Background: an optimization exercise with open tools, aiming at small area, a short achievable clock period and few clock cycles. Do not read the settings as production practice.

==> flow/design.v <==
module swath_engine (
    input  wire        clk,
    input  wire        rst,
    input  wire        in_valid,
    output wire        in_ready,
    input  wire [5:0]  in_swath,
    input  wire        in_mirror,
    input  wire [63:0] in_sh_l,
    input  wire [63:0] in_sh_r,
    input  wire [63:0] in_lv_l,
    input  wire [63:0] in_lv_r,
    output wire        ev_valid,
    input  wire        ev_ready,
    output wire [15:0] ev_data,
    output wire        res_valid,
    output wire [6:0]  res_k
);
    localparam [2:0] G_IDLE   = 3'd0,    
                     G_SELCOL = 3'd1,
                     G_RCMD   = 3'd2,
                     G_RSEL   = 3'd3,
                     G_DATA   = 3'd4,
                     G_WR     = 3'd5,
                     G_END    = 3'd6;
    localparam [3:0] K_CMD = 4'd1, K_DATA = 4'd2, K_SELCOL = 4'd3,
                     K_SELROW = 4'd4, K_WRITE = 4'd5, K_END = 4'd6;
    wire [63:0] d_l  = in_sh_l ^ in_lv_l;
    wire [63:0] d_r  = in_sh_r ^ in_lv_r;
    wire [63:0] wl_n = in_sh_l & ~in_lv_l;
    wire [63:0] wr_n = in_sh_r & ~in_lv_r;
    wire [63:0] wl_m = in_mirror ? (wl_n | d_r) : wl_n;
    wire [63:0] wr_m = in_mirror ? (wr_n | d_l) : wr_n;
    wire [63:0] any_n   = d_l | d_r;
    reg [63:0] any, wl, wr;      
    reg [5:0]  sw;
    reg        rdy;              
    reg        full;             
    reg        fresh;            
    reg        men;              
    reg [7:0]  bq;               
    reg        bq_ok;            
    reg        sel;              
    reg        xv;               
    reg [5:0]  ridx;             
    reg        rbl, rbr;         
    reg        xd;               
    reg        rlast;            
    reg [2:0]  gs;               
    reg        first;            
    reg        last;             
    reg        bl, br;           
    reg [6:0]  k;                
    reg        evv, evend;
    reg [15:0] evd;
    reg        endr;             
    reg        resv;
    reg [6:0]  resk;
    reg [1:0]  nq;               
    reg [5:0]  cq;               
    reg        hold;             
    reg [63:0] pre;              
    integer i;
    always @(*) begin
        pre[0] = 1'b0;
        for (i = 1; i < 64; i = i + 1) pre[i] = pre[i-1] | any[i-1];
    end
    wire [63:0] lo = any & ~pre;
    reg  [5:0]  lo_idx;
    integer j;
    always @(*) begin
        lo_idx = 6'd0;
        for (j = 0; j < 64; j = j + 1) lo_idx = lo_idx | ({6{lo[j]}} & j[5:0]);
    end
    wire lo_l  = |(lo & wl);
    wire lo_r  = |(lo & wr);
    wire sb       = ~|any;                       
    wire ext      = full & sel & ~xv;            
    wire adv      = ~evv | ev_ready;
    wire gen_rsel = adv & (gs == G_RSEL);
    wire start    = adv & (gs == G_IDLE) & full & ~sel & ~sb;
    wire take     = in_valid & rdy;
    wire retire   = full & ~sel & sb;            
    wire nb_new   = fresh & full & ~sb;          
    wire drain    = ~endr & cq[0] & ~hold;
    assign in_ready  = rdy;
    assign ev_valid  = evv;
    assign ev_data   = evd;
    assign res_valid = resv;
    assign res_k     = resk;
    wire       full_n = take | (full & ~sb);
    wire       n_up   = nb_new & ~endr;
    wire       n_dn   = endr & ~nb_new;
    wire [1:0] nq_n   = n_up ? {nq[0], 1'b1} : n_dn ? {1'b0, nq[1]} : nq;
    wire       hold_n = (retire & nq[0] | hold) & ~endr;
    wire       c_up   = retire & ~drain;
    wire       c_dn   = drain & ~retire;
    wire [5:0] cq_n   = c_up ? {cq[4:0], 1'b1} : c_dn ? {1'b0, cq[5:1]} : cq;
    wire       slot_n = take ? (bq_ok & (&bq)) : ~full_n;
    wire       rdy_n  = slot_n & ~cq_n[4] & ~(nq_n[0] & ~hold_n & cq_n[0]);
    always @(posedge clk) begin
        if (men) begin
            any <= any_n;
            wl  <= wl_m;
            wr  <= wr_m;
            sw  <= in_swath;
        end else if (ext) begin
            any <= any & pre;
        end
        for (i = 0; i < 8; i = i + 1) bq[i] <= ~|any_n[8*i +: 8];
        if (ext) begin
            ridx  <= lo_idx;
            rbl   <= lo_l;
            rbr   <= lo_r;
        end
    end
    always @(posedge clk) begin
        if (gen_rsel) begin
            bl   <= rbl;
            br   <= rbr;
            last <= xd ? sb : rlast;
            k    <= first ? 7'd1 : k + 7'd1;
        end
        if (adv) begin
            case (gs)
                G_IDLE:   evd <= {K_CMD, 12'd0};
                G_SELCOL: evd <= {K_SELCOL, sw, sw};
                G_RCMD:   evd <= {K_CMD, 12'd0};
                G_RSEL:   evd <= {K_SELROW, ridx, ridx};
                G_DATA:   evd <= {K_DATA, 12'd0};
                G_WR:     evd <= {K_WRITE, 4'd0, {4{br}}, {4{bl}}};
                default:  evd <= {K_END, 12'd0};
            endcase
            evend <= (gs == G_END);
        end
        resk <= endr ? k : 7'd0;
    end
    always @(posedge clk) begin
        if (rst) begin
            rdy   <= 1'b1;
            full  <= 1'b0;
            fresh <= 1'b0;
            bq_ok <= 1'b0;
            men   <= 1'b1;
            xd    <= 1'b0;
            sel   <= 1'b0;
            xv    <= 1'b0;
            gs    <= G_IDLE;
            first <= 1'b0;
            evv   <= 1'b0;
            endr  <= 1'b0;
            resv  <= 1'b0;
            nq    <= 2'd0;
            cq    <= 6'd0;
            hold  <= 1'b0;
        end else begin
            bq_ok <= in_valid & ~take;
            men   <= slot_n;
            xd    <= ext;
            if (xd) rlast <= sb;
            if (take)                            sel <= 1'b0;
            else if (adv && gs == G_SELCOL)      sel <= 1'b1;
            if (ext)           xv <= 1'b1;
            else if (gen_rsel) xv <= 1'b0;
            if (adv) begin
                case (gs)
                    G_IDLE: begin
                        evv <= full & ~sb;
                        if (full & ~sb) gs <= G_SELCOL;
                    end
                    G_SELCOL: begin evv <= 1'b1; gs <= G_RCMD; end
                    G_RCMD:   begin evv <= 1'b1; gs <= G_RSEL; end
                    G_RSEL:   begin evv <= 1'b1; gs <= G_DATA; end
                    G_DATA:   begin evv <= 1'b1; gs <= G_WR;   end
                    G_WR:     begin evv <= 1'b1; gs <= last ? G_END : G_RCMD; end
                    default:  begin evv <= 1'b1; gs <= G_IDLE; end
                endcase
            end
            if (start)         first <= 1'b1;
            else if (gen_rsel) first <= 1'b0;
            endr  <= evv & ev_ready & evend;
            rdy   <= rdy_n;
            full  <= full_n;
            fresh <= take;
            resv  <= endr | drain;
            nq    <= nq_n;
            cq    <= cq_n;
            hold  <= hold_n;
        end
    end
endmodule
Settings: LEC_CHECK=0, CAP_MARGIN=20, CORE_MARGIN=2, CORE_UTILIZATION=40, SLEW_MARGIN=20; clock period 10.0 ns.
standard.sh (not shown) runs the stock make flow with config.mk's settings and CLKGATE_MAP_FILE= SYNTH_SCRIPT=/design/flow/synth_recipe.tcl, a recipe that flattens the netlist after the stock synthesis.
==> flow/flow/run.sh <==
#!/bin/bash
# Layout flow: the standard ORFS flow (standard synthesis, unchanged),
# with small port buffers and the timing repair aimed at extra setup slack.
set -euo pipefail
export BUFFER_PORTS_ARGS="-buffer_cell sky130_fd_sc_hd__buf_1"
export SETUP_SLACK_MARGIN=6.5
export CTS_BUF_LIST="sky130_fd_sc_hd__clkbuf_8"
export CTS_CLUSTER_SIZE=40
bash standard.sh > orfs_make.log 2>&1
The starting point produced a clean layout.
==> next run, changes <==
--- a/flow/flow/run.sh
+++ b/flow/flow/run.sh
@@ -6,4 +6,2 @@
 export SETUP_SLACK_MARGIN=6.5
-export CTS_BUF_LIST="sky130_fd_sc_hd__clkbuf_8"
-export CTS_CLUSTER_SIZE=40
 bash standard.sh > orfs_make.log 2>&1
Cell count shrinks slightly.
Count of clock-buffer cells in the layout fell by 11.
Clock skew drops by 0.0076 ns.
Via count shrinks slightly.
Fmax fell slightly.
Core utilization rises by 0.11 points.
Sequential share of layout area is about the same.
Routed wire length came out lower slightly.
Function was not checked in any run of this note: the RTL went through the layout flow alone.

[separate check: timing with driven ports]
The results above use ideal ports. As a check the final layouts listed here were re-extracted and re-timed, cells and wires unchanged.
Step 1 assumes that a clkbuf_16 drives the clock port and a buf_2 every other input.
Step 2 times the ports against the registers' clock, not the clock port: input delays grow and output delays shrink by t, the midpoint of the rising clock arrivals with the driver on.
Slacks: no drivers / after step 1 / after step 2; pairs: no drivers / after step 1.
run | t (ns) | setup WS [ns] | worst hold slack (ns) | worst setup path at the end | pins driven straight from the clock port
the first run | 0.623 | 6.717 / 6.717 / 6.252 | 0.460 / 0.460 / 0.460 | input to register | 1
the second run | 0.613 | 6.670 / 6.670 / 6.255 | 0.447 / 0.447 / 0.447 | input to register | 1
After both steps every run listed still meets setup and hold. For the first run, which loses most, drivers alone change the setup slack by 0.000 ns; drivers and shift together by -0.465 ns.
